This is an optimization exercise on Yosys and OpenROAD, whose aim is small area, a short achievable clock period and few clock cycles per item, not a production implementation. At most, simulation tests tie the RTL to the original design; equivalence was not proved. Power is estimated from default activity; no workload was simulated.

rev 12:
Design comlynx_arbiter, start of the top module:
module comlynx_arbiter (
    input  wire        clk,
    input  wire        rst,         
    input  wire        cmd_valid,
    output reg         cmd_ready,
    input  wire [31:0] cmd_data,
    input  wire        cmd_last,
    output reg         rsp_valid,
    input  wire        rsp_ready,
    output wire [15:0] rsp_data
);
==> flow/config.mk <==
export PLATFORM = sky130hd
export DESIGN_NAME = comlynx_arbiter
export DESIGN_NICKNAME = comlynx_arbiter
export VERILOG_FILES = /design/flow/design.v
export SDC_FILE = /design/flow/constraint.sdc
export NUM_CORES = 4
export LEC_CHECK = 0
export CAP_MARGIN = 20
export CORE_MARGIN = 2
export CORE_UTILIZATION = 40
export CTS_BUF_LIST = sky130_fd_sc_hd__clkbuf_8
export SLEW_MARGIN = 20
==> flow/constraint.sdc <==
create_clock -name core_clock -period 10.0 [get_ports {clk}]
set_input_delay 2.0000 -clock core_clock [delete_from_list [all_inputs] [get_ports {clk}]]
set_output_delay 2.0000 -clock core_clock [all_outputs]
set_load 0.01 [all_outputs]
standard.sh (not shown) runs the stock make flow with config.mk's settings and CLKGATE_MAP_FILE= SYNTH_SCRIPT=/design/flow/synth_recipe.tcl, a recipe that flattens the netlist after the stock synthesis.
==> flow/flow/run.sh <==
#!/bin/bash
set -euo pipefail
bash standard.sh SETUP_SLACK_MARGIN=6.5 finish > flow_make.log 2>&1
Testbench counts of rev 12, summed over its fixed seeds: cycles 12,829, cmds 12,000.
The following lists how rev 13 was set up differently from rev 12:
--- a/flow/design.v
+++ b/flow/design.v
@@ -42,19 +42,16 @@
     reg [7:0]    b_pay [0:31];
     reg [31:0]   b_xp;                  
     reg [31:0]   b_pp;                  
     reg        in_tr;         
     reg        a_v, a_first, a_last;
     reg [4:0]  a_c;           
     reg        a_hd;          
     reg [2:0]  a_sf;          
-    reg        a_ok;          
-    reg        a_ncfg;        
-    reg        a_send, a_recv;
     reg [4:0]  a_k;           
     reg [5:0]  a_p;           
     reg [4:0]  a_ks;          
     reg [5:0]  a_ps;          
     reg [8:0]  a_d;
     reg        a_dp;          
     wire       fire = cmd_valid & cmd_ready;
     wire [7:0] op   = cmd_data[31:24];
@@ -128,30 +125,29 @@
     wire own_next = se_r[p5] & (p1 != tail);
     reg [NN-1:0] at_head;
     always @(*)
         for (i = 0; i < NN; i = i + 1)
             at_head[i] = (rp[i] == head);
     wire [NN-1:0] kdec   = {{(NN-1){1'b0}}, 1'b1} << k;
     wire          ev_bg  = (head != tail) & ~|at_head;
     wire          only_k = ~|(at_head & ~kdec);       
-    wire c_send  = a_send;
-    wire c_recv  = a_recv;
-    wire needcfg = a_ncfg;
+    wire c_send  = a_c == C_SEND;
+    wire c_recv  = a_c == C_RECV;
+    wire needcfg = (a_c >= C_SETIE) & (a_c <= C_RSTERR);
     reg  evp;
     reg  [1:0] qn;                      
     wire stall = fx | (a_v & a_first & a_hd & evp) | (a_v & a_last & qn[1]);
     wire go    = a_v & ~stall;           
     wire first = go & a_first;
-    wire [2:0] nf = ~a_ok                         ? a_sf :
+    wire [2:0] nf = (a_sf != 3'd0)                ? a_sf :
                     (needcfg & ~cfg_configured)   ? 3'd4 :
                     (c_recv & ~has_next)          ? 3'd6 : 3'd0;
-    wire nf_any = ~a_ok | (needcfg & ~cfg_configured) | (c_recv & ~has_next);
-    reg  held;                           
-    wire exec  = first & ~held & ~nf_any;
+    wire held  = (fault != 3'd0);
+    wire exec  = first & ~held & (nf == 3'd0);
     wire ovr_k  = n_ovr[k];
     wire par_k  = n_par[k];
     wire brk_k  = n_brk[k];
     wire rxie_k = n_rxie[k];
     wire txie_k = n_txie[k];
     reg [8:0] val;
     always @(*) begin
         val = 9'd0;
@@ -174,17 +170,17 @@
             C_CHK:     val = 9'h0FF;
             default:   val = 9'd0;
         endcase
     end
     reg          chk;
     reg [7:0]    acc;
     reg          rsn;
     wire [2:0]  fcode    = held ? fault : nf;
-    wire        f_any    = a_first ? (held | nf_any) : held;
+    wire        f_any    = a_first ? (held | (nf != 3'd0)) : held;
     wire [7:0]  acc_sub  = acc - a_d[7:0];
     wire [8:0]  val_last = a_first ? val : {rsn, chk ? acc_sub : acc};
     wire [12:0] rsp_new  = f_any ? {1'b1, (a_first ? fcode : fault), 9'd0} : {4'd0, val_last};
     wire        push     = go & a_last;
     always @(posedge clk) begin
         if (rst) begin
             chk <= 1'b0;
         end else if (go) begin
@@ -211,33 +207,30 @@
                                     ((a_c == C_IRQ) & rxie_k));
     wire fx_n    = step & own_next;
     always @(posedge clk) begin
         if (rst) begin
             cfg_configured <= 1'b0;
             cfg_enabled    <= 1'b0;
             cfg_even       <= 1'b0;
             fault          <= 3'd0;
-            held           <= 1'b0;
             n_ovr  <= {NN{1'b0}};
             n_par  <= {NN{1'b0}};
             n_brk  <= {NN{1'b0}};
             n_rxie <= {NN{1'b0}};
             n_txie <= {NN{1'b0}};
             head   <= 6'd0;
             tail   <= 6'd0;
             fx     <= 1'b0;
             evp    <= 1'b0;
             for (i = 0; i < NN; i = i + 1)
                 rp[i] <= 6'd0;
         end else begin
-            if (first & ~held & nf_any) begin
+            if (first & ~held & (nf != 3'd0))
                 fault <= nf;
-                held  <= 1'b1;
-            end
             if (ev_bg | ev1)
                 head <= head + 6'd1;
             if (do_send)
                 tail <= tail + 6'd1;
             fx  <= fx_n;
             evp <= ev_bg | ev1;
             for (i = 0; i < NN; i = i + 1)
                 if (kdec[i] & rp_we)
@@ -277,52 +270,45 @@
     always @(posedge clk) begin
         if (b_we) begin
             b_snd[t5]  <= a_k;
             b_pay[t5]  <= a_d[7:0];
             b_xp[t5]   <= new_xp;
             b_pp[t5]   <= a_dp;
         end
     end
-    wire [5:0] rp_node = rp[node];
-    wire       in_raw  = ~(rp_we & (node == k));   
-    wire [5:0] a_p_alt = fx_n ? p1 :
-                         fx   ? ((a_ks == k) ? p1 : a_ps) :
-                         fire ? rp_wv : a_p;
     always @(posedge clk) begin
         if (rst) begin
             in_tr <= 1'b0;
             a_v   <= 1'b0;
         end else begin
             if (fire)
                 in_tr <= ~cmd_last;
             if (~stall)
                 a_v <= fire;
         end
         if (fire) begin
             a_ks    <= node;
-            a_ps    <= in_raw ? rp_node : rp_wv;
+            a_ps    <= (rp_we & (node == k)) ? rp_wv : rp[node];
         end
-        a_p <= (fire & ~fx_n & in_raw) ? rp_node : a_p_alt;
         if (fx_n) begin
+            a_p     <= p1;
         end else if (fx) begin
             a_k     <= a_ks;
+            a_p     <= (a_ks == k) ? p1 : a_ps;
         end else if (fire) begin
             a_k     <= node;
+            a_p     <= (rp_we & (node == k)) ? rp_wv : rp[node];
         end
         if (fire) begin
             a_first <= ~in_tr;
             a_last  <= cmd_last;
             a_c     <= dc;
             a_hd    <= in_hd;
             a_sf    <= sf;
-            a_ok    <= (sf == 3'd0);
-            a_ncfg  <= (dc >= C_SETIE) & (dc <= C_RSTERR);
-            a_send  <= (dc == C_SEND);
-            a_recv  <= (dc == C_RECV);
             a_d     <= cmd_data[8:0];
             a_dp    <= ^cmd_data[7:0];
         end
     end
     reg [12:0] q0, q1;
     wire pop = rsp_valid & rsp_ready;
     wire [1:0] qpos = qn - {1'b0, pop};     
     wire [1:0] qn_n = qn + {1'b0, push} - {1'b0, pop};
Findings:
- Clock group share of total power: rev 13 lower than rev 12
- Between rev 12 and rev 13, the internal power contribution figures differ only marginally.
- Part of the total power dissipated in combinational logic delta for rev 13 relative to rev 12: 0.9 points higher
- Of rev 13 and rev 12, the higher worst clock skew belongs to rev 12.
- Going from rev 12 to rev 13, first-pass detailed-route iteration total grows by 2.
- Going from rev 12 to rev 13, post-CTS setup buffer count grew by more than 100%.
- Rev 13 against rev 12: count of placed standard cells in the final layout, fillers left out increased 194; number of flops mapped to enable cells by yosys lower.
- Number of sequential cells in the layout: rev 13 < rev 12
- Rev 12 was smaller in final cell area than rev 13.
- Of rev 13 and rev 12, the run reporting the higher worst setup margin was rev 12.
- Comparing core utilization for rev 13 and rev 12, the smaller number came from rev 12.
- Changes observed in rev 13 relative to rev 12: worst-case reg-to-reg path depth now smaller; synthesized area per cell now smaller.
The RTL of rev 13 was laid out without a check of its function.

## static timing again, ports no longer ideal
How much do the figures lean on ideal ports? The routed layouts below were timed once more, with nothing changed but the port constraints. Step 1: set_driving_cell puts a clkbuf_16 on clk and a buf_2 on each other input, an assumption about the parent block. Step 2 also shifts input and output timing later by t, the mid clock arrival at the registers, as if the neighbouring blocks saw the same clock. Three values: ideal, step 1, step 2; two values: the first two.
run | t, ns | slack for setup (ns) | worst data-port slew with drivers (ns) | pins driven straight from the clock port
rev 12 | 0.931 | 6.433 / 6.464 / 5.533 | 0.14 | 1
rev 13 | 0.898 | 6.240 / 6.239 / 5.341 | 0.08 | 1
After both steps setup and hold are still met in every run listed. For rev 12, which loses most, drivers alone change the setup slack by +0.031 ns; drivers and shift together by -0.900 ns.
